This is an optimization exercise on Yosys and OpenROAD, whose aim is small area, not a production implementation. In this exercise RTL edits were held to simulation tests only and were not proved equivalent to the original. Power figures rest on the tool's default switching activity, not on a simulated workload.

**design/flow/run.sh**
```bash
#!/bin/bash
# synth_recipe.tcl (not shown) runs the flow's synth.tcl, then flattens the netlist and writes it again
# the make line also repeats each setting of config.mk as NAME=value (left out here)
make -C /OpenROAD-flow-scripts/flow DESIGN_CONFIG=/design/flow/config.mk WORK_HOME=/design/flow/orfs CLKGATE_MAP_FILE= SYNTH_SCRIPT=/design/flow/synth_recipe.tcl finish
```
**design/flow/config.mk**
```make
export PLATFORM = sky130hd
export DESIGN_NAME = gfe
export DESIGN_NICKNAME = gfe
export VERILOG_FILES = /design/flow/design.v
export SDC_FILE = /design/flow/constraint.sdc
export NUM_CORES = 4
export LEC_CHECK = 0
export CAP_MARGIN = 20
export CORE_MARGIN = 2
export CORE_UTILIZATION = 40
export PLACE_DENSITY = 0.6
export SLEW_MARGIN = 20
```
**design/flow/constraint.sdc**
```tcl
create_clock -name core_clock -period 10.0 [get_ports {clk}]
set_input_delay 2.0000 -clock core_clock [delete_from_list [all_inputs] [get_ports {clk}]]
set_output_delay 2.0000 -clock core_clock [all_outputs]
set_load 0.01 [all_outputs]
```
**design/flow/design.v**
```verilog
module gfe (
    input  wire        clk,
    input  wire        rst,           
    input  wire        cfg_mode,      
    input  wire [3:0]  cfg_base_col,  
    input  wire        in_valid,
    output wire        in_ready,
    input  wire [7:0]  in_data,
    output wire        out_valid,
    input  wire        out_ready,
    output reg  [7:0]  out_data,
    input  wire        stat_rd,
    input  wire [7:0]  stat_addr,
    output reg         stat_rvalid,
    output reg  [31:0] stat_rdata
);
    localparam [2:0] S_LISTEN = 3'd0,
                     S_ACCUM  = 3'd1,
                     S_RENDER = 3'd2,
                     S_ACK    = 3'd3,
                     S_DIAG   = 3'd4,
                     S_FAULT  = 3'd5;
    localparam [3:0] C_EOF_AT_BOUNDARY = 4'd1,
                     C_EOF_MID_FRAME   = 4'd2,
                     C_RX_OVERRUN      = 4'd3,
                     C_NET_READ_ERROR  = 4'd4,
                     C_ACK_WRITE_ERROR = 4'd5,
                     C_DISPLAY_ERROR   = 4'd6,
                     C_PROTOCOL        = 4'd7;
    localparam [7:0] T_NET_ACCEPT   = 8'h10,
                     T_NET_READ     = 8'h11,
                     T_NET_WRITE    = 8'h12,
                     T_DISP_CLEAR   = 8'h20,
                     T_DISP_TEXT    = 8'h21,
                     T_DISP_LOAD    = 8'h22,
                     T_DISP_CURSOR  = 8'h23,
                     T_DISP_CHAR    = 8'h24;
    localparam [7:0] T_NET_ACCEPTED = 8'h18,
                     T_NET_DATA     = 8'h19,
                     T_NET_READ_ERR = 8'h1A,
                     T_NET_WR_DONE  = 8'h1B,
                     T_NET_WR_ERR   = 8'h1C,
                     T_DISP_OK      = 8'h28,
                     T_DISP_ERR     = 8'h29;
    localparam [7:0] ACK_CHAR = 8'h41;
    localparam [127:0] DIAG_TEXT = "DISPLAY I/O FAIL";
    reg  [2:0]  state;
    reg  [4:0]  step;
    reg  [1:0]  dstep;
    reg  [5:0]  offset;
    reg         fault;
    reg  [3:0]  cause;
    reg  [31:0] frames;
    reg  [7:0]  rxbuf [0:39];
    reg  [7:0]  tbuf  [0:7];
    reg         mode;
    reg  [3:0]  base_col;
    reg         req_pending;    
    reg  [4:0]  out_idx;        
    localparam [1:0] D_TAG = 2'd0, D_LEN = 2'd1, D_DATA = 2'd2;
    reg  [1:0]  dec_phase;
    reg  [7:0]  dec_left;       
    reg  [7:0]  dec_len;        
    reg         dec_keep;       
    reg  [5:0]  wr_ptr;         
    function [63:0] transpose;
        input [39:0] cm;    
        integer r, c;
        begin
            transpose = 64'd0;
            for (r = 0; r < 8; r = r + 1)
                for (c = 0; c < 5; c = c + 1)
                    transpose[8*r + (4 - c)] = cm[8*c + (7 - r)];
        end
    endfunction
    reg  [2:0]  tp_glyph;
    wire [39:0] tp_in = {rxbuf[5*tp_glyph + 4], rxbuf[5*tp_glyph + 3],
                         rxbuf[5*tp_glyph + 2], rxbuf[5*tp_glyph + 1],
                         rxbuf[5*tp_glyph + 0]};
    wire [63:0] tp_out = transpose(tp_in);
    wire [3:0] cell_k    = step[4:1] - 4'd4;         
    wire [3:0] cur_col = base_col + {2'b00, cell_k[1:0]};
    reg [4:0] req_len;
    always @(*) begin
        case (state)
            S_LISTEN: req_len = 5'd1;
            S_ACCUM:  req_len = 5'd2;
            S_RENDER: req_len = (step < 5'd8) ? 5'd10 : (step[0] ? 5'd2 : 5'd3);
            S_ACK:    req_len = 5'd2;
            S_DIAG:   req_len = (dstep == 2'd0) ? 5'd1 :
                                (dstep == 2'd1) ? 5'd3 : 5'd18;
            default:  req_len = 5'd1;
        endcase
    end
    always @(*) begin
        out_data = 8'h00;
        case (state)
            S_LISTEN: out_data = T_NET_ACCEPT;
            S_ACCUM:  out_data = (out_idx == 5'd0) ? T_NET_READ : (8'd40 - {2'b00, offset});
            S_RENDER:
                if (step < 5'd8) begin
                    if (out_idx == 5'd0)      out_data = T_DISP_LOAD;
                    else if (out_idx == 5'd1) out_data = {3'b000, step};
                    else                      out_data = tbuf[out_idx - 5'd2];
                end else if (!step[0]) begin
                    if (out_idx == 5'd0)      out_data = T_DISP_CURSOR;
                    else if (out_idx == 5'd1) out_data = {4'd0, cur_col};
                    else                      out_data = {7'd0, cell_k[2]};
                end else begin
                    if (out_idx == 5'd0)      out_data = T_DISP_CHAR;
                    else                      out_data = {5'd0, cell_k[2:0]};
                end
            S_ACK:    out_data = (out_idx == 5'd0) ? T_NET_WRITE : ACK_CHAR;
            S_DIAG:
                if (dstep == 2'd0) begin
                    out_data = T_DISP_CLEAR;
                end else if (dstep == 2'd1) begin
                    out_data = (out_idx == 5'd0) ? T_DISP_CURSOR : 8'h00;
                end else begin
                    if (out_idx == 5'd0)      out_data = T_DISP_TEXT;
                    else if (out_idx == 5'd1) out_data = 8'd16;
                    else                      out_data = DIAG_TEXT[8*(17 - out_idx) +: 8];
                end
            default:  out_data = 8'h00;
        endcase
    end
    assign out_valid = req_pending;
    wire   out_fire  = out_valid && out_ready;
    assign in_ready = !req_pending;
    wire   in_fire  = in_valid && in_ready;
    wire [31:0] status_word = {9'd0, dstep, step, 2'b00, offset, cause, fault, state};
    wire [31:0] config_word = {24'd0, base_col, 3'b000, mode};
    always @(posedge clk) begin
        if (rst) begin
            stat_rvalid <= 1'b0;
            stat_rdata  <= 32'd0;
        end else begin
            stat_rvalid <= stat_rd;
            if (stat_rd) begin
                case (stat_addr)
                    8'h00:   stat_rdata <= status_word;
                    8'h01:   stat_rdata <= frames;
                    8'h02:   stat_rdata <= config_word;
                    default: stat_rdata <= 32'd0;
                endcase
            end
        end
    end
    wire [6:0] need = 7'd40 - {1'b0, offset};
    always @(*) begin
        if (state == S_RENDER) tp_glyph = step[2:0] + 3'd1;
        else                   tp_glyph = 3'd0;
    end
    integer i;
    always @(posedge clk) begin
        if (rst) begin
            state       <= S_LISTEN;
            step        <= 5'd0;
            dstep       <= 2'd0;
            offset      <= 6'd0;
            fault       <= 1'b0;
            cause       <= 4'd0;
            frames      <= 32'd0;
            mode        <= cfg_mode;
            base_col    <= cfg_base_col;
            req_pending <= 1'b1;
            out_idx     <= 5'd0;
            dec_phase   <= D_TAG;
            dec_left    <= 8'd0;
            dec_len     <= 8'd0;
            dec_keep    <= 1'b0;
            wr_ptr      <= 6'd0;
        end else begin
            if (out_fire) begin
                if (out_idx == req_len - 5'd1) begin
                    req_pending <= 1'b0;
                    out_idx     <= 5'd0;
                end else begin
                    out_idx <= out_idx + 5'd1;
                end
            end
            if (in_fire) begin
                case (dec_phase)
                    D_TAG: begin
                        if (in_data == T_NET_DATA) begin
                            dec_phase <= D_LEN;
                        end else if (fault) begin
                            if (state == S_DIAG && in_data == T_DISP_OK) begin
                                dstep <= dstep + 2'd1;
                                if (dstep == 2'd2) state <= S_FAULT;
                                else               req_pending <= 1'b1;
                            end else if (state == S_DIAG && in_data == T_DISP_ERR) begin
                                state <= S_FAULT;
                            end
                        end else begin
                            case (state)
                                S_LISTEN:
                                    if (in_data == T_NET_ACCEPTED) begin
                                        state       <= S_ACCUM;
                                        offset      <= 6'd0;
                                        step        <= 5'd0;
                                        req_pending <= 1'b1;
                                    end else begin
                                        fault <= 1'b1; cause <= C_PROTOCOL; state <= S_FAULT;
                                    end
                                S_ACCUM:
                                    if (in_data == T_NET_READ_ERR) begin
                                        fault <= 1'b1; cause <= C_NET_READ_ERROR; state <= S_FAULT;
                                    end else begin
                                        fault <= 1'b1; cause <= C_PROTOCOL; state <= S_FAULT;
                                    end
                                S_RENDER:
                                    if (in_data == T_DISP_OK) begin
                                        if (step <= 5'd6)
                                            for (i = 0; i < 8; i = i + 1)
                                                tbuf[i] <= tp_out[8*i +: 8];
                                        if (step == 5'd23) begin
                                            frames <= frames + 32'd1;
                                            step   <= 5'd0;
                                            if (mode) begin
                                                state <= S_ACK;
                                            end else begin
                                                state  <= S_ACCUM;
                                                offset <= 6'd0;
                                            end
                                        end else begin
                                            step <= step + 5'd1;
                                        end
                                        req_pending <= 1'b1;
                                    end else if (in_data == T_DISP_ERR) begin
                                        fault       <= 1'b1;
                                        cause       <= C_DISPLAY_ERROR;
                                        state       <= S_DIAG;
                                        dstep       <= 2'd0;
                                        req_pending <= 1'b1;
                                    end else begin
                                        fault <= 1'b1; cause <= C_PROTOCOL; state <= S_FAULT;
                                    end
                                S_ACK:
                                    if (in_data == T_NET_WR_DONE) begin
                                        state       <= S_ACCUM;
                                        offset      <= 6'd0;
                                        step        <= 5'd0;
                                        req_pending <= 1'b1;
                                    end else if (in_data == T_NET_WR_ERR) begin
                                        fault <= 1'b1; cause <= C_ACK_WRITE_ERROR; state <= S_FAULT;
                                    end else begin
                                        fault <= 1'b1; cause <= C_PROTOCOL; state <= S_FAULT;
                                    end
                                default: ;
                            endcase
                        end
                    end
                    D_LEN: begin
                        dec_len  <= in_data;
                        dec_left <= in_data;
                        dec_keep <= 1'b0;
                        wr_ptr   <= offset;
                        if (in_data == 8'd0) begin
                            dec_phase <= D_TAG;
                        end else begin
                            dec_phase <= D_DATA;
                        end
                        if (!fault) begin
                            if (state != S_ACCUM) begin
                                fault <= 1'b1; cause <= C_PROTOCOL; state <= S_FAULT;
                            end else if (in_data == 8'd0) begin
                                fault <= 1'b1;
                                cause <= (offset == 6'd0) ? C_EOF_AT_BOUNDARY : C_EOF_MID_FRAME;
                                state <= S_FAULT;
                            end else if ({1'b0, in_data} > {2'b00, need}) begin
                                fault <= 1'b1; cause <= C_RX_OVERRUN; state <= S_FAULT;
                            end else begin
                                dec_keep <= 1'b1;
                            end
                        end
                    end
                    D_DATA: begin
                        if (dec_keep) begin
                            rxbuf[wr_ptr] <= in_data;
                            wr_ptr <= wr_ptr + 6'd1;
                        end
                        dec_left <= dec_left - 8'd1;
                        if (dec_left == 8'd1) begin
                            dec_phase <= D_TAG;
                            if (dec_keep) begin
                                if (offset + dec_len[5:0] == 6'd40) begin
                                    offset <= 6'd40;
                                    state  <= S_RENDER;
                                    step   <= 5'd0;
                                    for (i = 0; i < 8; i = i + 1)
                                        tbuf[i] <= tp_out[8*i +: 8];
                                end else begin
                                    offset <= offset + dec_len[5:0];
                                end
                                req_pending <= 1'b1;
                            end
                        end
                    end
                    default: dec_phase <= D_TAG;
                endcase
            end
        end
    end
endmodule
```
==> metrics.md <==
| Metric | Value |
|---|---|
| R2r setup slk | `3.81 ns` |
| Final setup viols | `0` |
| Relative slew slack | `20.3%` |
| Port bufs | `68` |
| Post-DRT Antenna Nets | `0` |
| 1st-iter DRT viols | `4408` |
| Post-synth EDFFs | `365` |
| Unrepaired setup endpoints after global routing | `no` |
| Row cnt | `102` |
| Synth warnings | `2` |
| Reg-to-reg endpoint | `tbuf[2][3]` |
| IO Pins | `69` |
| Mapped Nets | `3185` |
| Die Y | `283 microns` |
| Crit. End Element | `primary output` |
| Maximum fanout along the worst path | `17` |
| Most frequent cells in the layout | `nand2_1, edfxtp_1, nor2_1, nand3_1, mux2i_1` |
| Detailed Route WL | `119 mm` |
| Clk pin slew, worst setup/hold paths | `0.06 ns` |
| Die Wd | `283 microns` |
| Yosys reg bits | `479` |
| Number of global-route vias before repair | `25278` |
| Largest net degree at the start of global routing | `132` |
| Share of post-route cells with drive strength above 1 | `13.5%` |
| Distinct cells, synth | `83` |
| Cell area after layout | `34800 sq um` |
| Max_cap viols | `0` |
| Finished Layout Cells | `4151` |
| Hold Crit Start | `stat_rdata[27]` |
| Synth Area in Adders | `1.90%` |
| Dpl cells | `4044` |
| Post-cts gate resize count | `0` |
| First-pass GRT wire length | `175 mm` |
| GP Congestion | `1.01` |
| Area after DPL | `32800 sq um` |
| Synth Area in Simple Gates | `19.0%` |
| WP data arrival | `4.38 ns` |
| Predominant post-synthesis flop cell | `edfxtp_1` |
| Hold path depth | `2` |
| Synth Area in XOR/XNOR | `1.85%` |
| Clk root buf | `clkbuf_16` |
| Commonest non-fill, non-tap cell in the layout | `nand2_1` |
| Status | `finished clean` |
| Async set or reset register ratio after synthesis | `0%` |
| Core ar. | `77200 sq um` |
| Max clock buf depth | `3` |
| R2R depth | `11` |
| Crit. Startpoint | `out_idx[1]` |
| Worst skew pair latency | `0.64 ns` |
| Vias | `27226` |
| CTS Hold Bufs | `0` |
| Max-slew violations | `0` |
| Remaining DRCs | `0` |
| CP max stage delay | `0.67 ns` |
| Crit path time final | `6.38 ns` |
| Synth Area in Compound Gates | `12.8%` |
| Number of setup buffers added after CTS | `0` |
| CP max stage cell | `dfxtp_1` |
| Sequential-to-total area share from yosys stat | `42.5%` |
| # clock sinks | `479` |
| Worst Hold Class | `flop to flop` |
| Worst Path Required | `8.00 ns` |
| GRT overflow | `0` |
| Synthesized area per cell | `10.0 sq um` |
| Multiplexer share of the synthesized area | `18.1%` |
| Peak VDD IR | `0.132 mV` |
| Critical path type | `flop to primary output` |
| Initial Utilization | `40.3%` |
| WL per Instance | `28.7 microns` |
| Antenna violations before repair | `3` |
| Worst slew pin tran | `1.19 ns` |
| Synth-to-Final Area Change | `11.9%` |
| Vias per cell | `6.56` |
| Total GRT Usage | `29.0%` |
| Largest family of logic cells by synthesized area | `simple AND/OR/NAND/NOR gates` |
| Crit-path cells | `inv_1, ha_1, buf_4, nor2b_1, or4_1, o211ai_1, o211ai_1, a21oi_1, nor2_1, o211ai_1, clkdlybuf4s50_1` |
| Mapped Area | `31100 sq um` |
| DR pass1 iterations | `6` |
| Cell mode on critical path | `o211ai_1` |
| Nets@finish | `3135` |
| Worst Skew | `0.0339 ns` |
| Final period utilization | `63.8%` |
| Post-Syn Instances | `3113` |
| Fmax | `0.157 GHz` |
| Total CTS buffers | `57` |
| Die area | `80100 sq um` |
| Final hold vios | `0` |
| Pwr Density | `168 nW/um^2` |
| Post-DP HPWL | `81.8 mm` |
| Startpoint Class | `flop` |
| RR Startpoint | `state[2]` |
| LEAKAGE | `11.6 nW` |
| Worst Hold Path EP | `stat_rdata[27]` |
| Htree depth | `2` |
| Filler cells | `7156` |
| Setup TNS | `0 ns` |
| CTS tree | `done` |
-- cell families (layout without fill, tap and decap cells) --
| family | count (synthesis) | count (layout) |
|---|---|---|
| simple gates | 1285 | 1285 |
| compound gates | 581 | 581 |
| flops | 479 | 479 |
| mux | 366 | 366 |
| buf+inv | 291 | 287 |
| xor+xnor | 65 | 65 |
| fa+ha+maj | 46 | 46 |
| other cells | 0 | 2 |
-- flip-flops by register name (all words and copies together) (netlist names), 5 cells and up --
signal	count
offset	6
frames	32
tbuf	40
wr_ptr	6
stat_rdata	32
step	5
rxbuf	320
out_idx	5
dec_left	8
dec_len	6
-- through the flow --
stage,hold WS [ns],util (%),total power [W],setup WS [ns]
after CTS,0.467,45.1,0.00583,3.65
final,0.462,45.1,0.00585,3.62
after global routing,0.487,45.1,0.00602,3.40
after detailed placement,0.455,42.5,0.00359,3.87
after global placement,0.450,42.5,0.00358,4.01
after floorplan,0.433,-,0.00310,5.25
-- metal layers --
metal	share of wire [%]	vias to the layer above	track usage [%]	wire (microns)
met4	4.8	2	12.7	5710
met1	41	13372	40.7	48400
met2	43	1813	42.1	50700
met3	12	311	7.44	14400
li1	-	11728	-	-
met5	0.011	-	0	13
-- critical path, delay by kind of cell (launching register included) --
family / cells / cell delay, ns
compound gates: 4 / 0.66
fa+ha+maj: 1 / 0.64
buf+inv: 3 / 1.15
flops: 1 / 0.67
simple gates: 3 / 0.63
-- cell usage after synthesis (6+ instances only) --
master	count	area (sq um)
nand2_1	586	2200
edfxtp_1	365	11000
nor2_1	197	739
nand3_1	188	941
mux2i_1	174	1740
clkbuf_1	161	604
mux4_2	154	3470
dfxtp_1	114	2280
a21oi_1	107	536
and3_1	92	576
a211oi_1	73	548
a31oi_1	68	425
o22ai_1	58	363
nor2b_1	57	357
a22oi_1	53	398
o21ai_0	53	265
buf_2	44	220
ha_1	44	551
xor2_1	40	350
buf_1	39	146
mux2_2	37	417
a311oi_1	35	307
inv_1	35	131
nor3_1	28	140
nand4_1	27	169
or3_1	27	169
xnor2_1	24	210
o211ai_1	16	120
nand2b_1	13	81.3
a22o_1	12	105
and2_1	12	75.1
nor4_1	11	68.8
a41oi_1	10	87.6
a211o_1	9	78.8
a32oi_1	9	78.8
o31ai_1	9	67.6
a222oi_1	8	80.1
o221ai_1	8	70.1
a221oi_1	7	61.3
and4_1	7	61.3
nor3b_1	7	52.6
nand3b_1	6	45.0
or2_2	6	37.5
-- cell type report --
type,instances,area (sq um),share of cell area (%)
clock inverters,44,549,1.58
multi-input cells,2343,16900,48.5
well taps,1040,1300,3.74
diodes,2,5.00,0.0144
repair buffers,143,1210,3.49
flip-flops and latches,479,13200,38.0
inverters,39,159,0.456
clock buffers,61,1450,4.17
-- power by group --
| group | internal, W | switching (W) | leakage [nW] |
|---|---|---|---|
| registers | 0.00216 | 0.0000357 | 4.20 |
| clock network | 0.00134 | 0.000915 | 0.965 |
| logic | 0.000482 | 0.000910 | 6.39 |
-- worst max path at each step --
stage	cells after the start	endpoint	slack (ns)
global placement	11	tbuf[7][3]	4.01
finish	11	out_data[0]	3.62
floorplan	17	tbuf[0][1]	5.25
detailed placement	11	tbuf[2][3]	3.87
CTS	11	out_data[0]	3.65
global route	10	out_data[4]	3.40

==> static timing again, ports no longer ideal <==
In the flow no input, the clock included, has a driving cell. The finished layout below was timed again as built, in two steps. Step 1: set_driving_cell puts a clkbuf_16 on clk and a buf_2 on each other input, an assumption about the parent block. Step 2 moves the port delays by t, midway between the first and last clock arrival at a register: inputs arrive t later, outputs are due t later. That takes back most of the time a late clock gives input paths. Slacks: ideal ports / drivers / drivers and shift; pairs: ideal ports / drivers.
t, ns: 0.684
setup slack, ns: 3.622 / 3.560 / 3.809
hold slack, ns: 0.462 / 0.462 / 0.462
worst setup path at the end: register to register
pins driven straight from the clock port: 1
After both steps setup and hold are still met in this run. For this run, drivers alone change the setup slack by -0.062 ns; drivers and shift together by +0.187 ns.
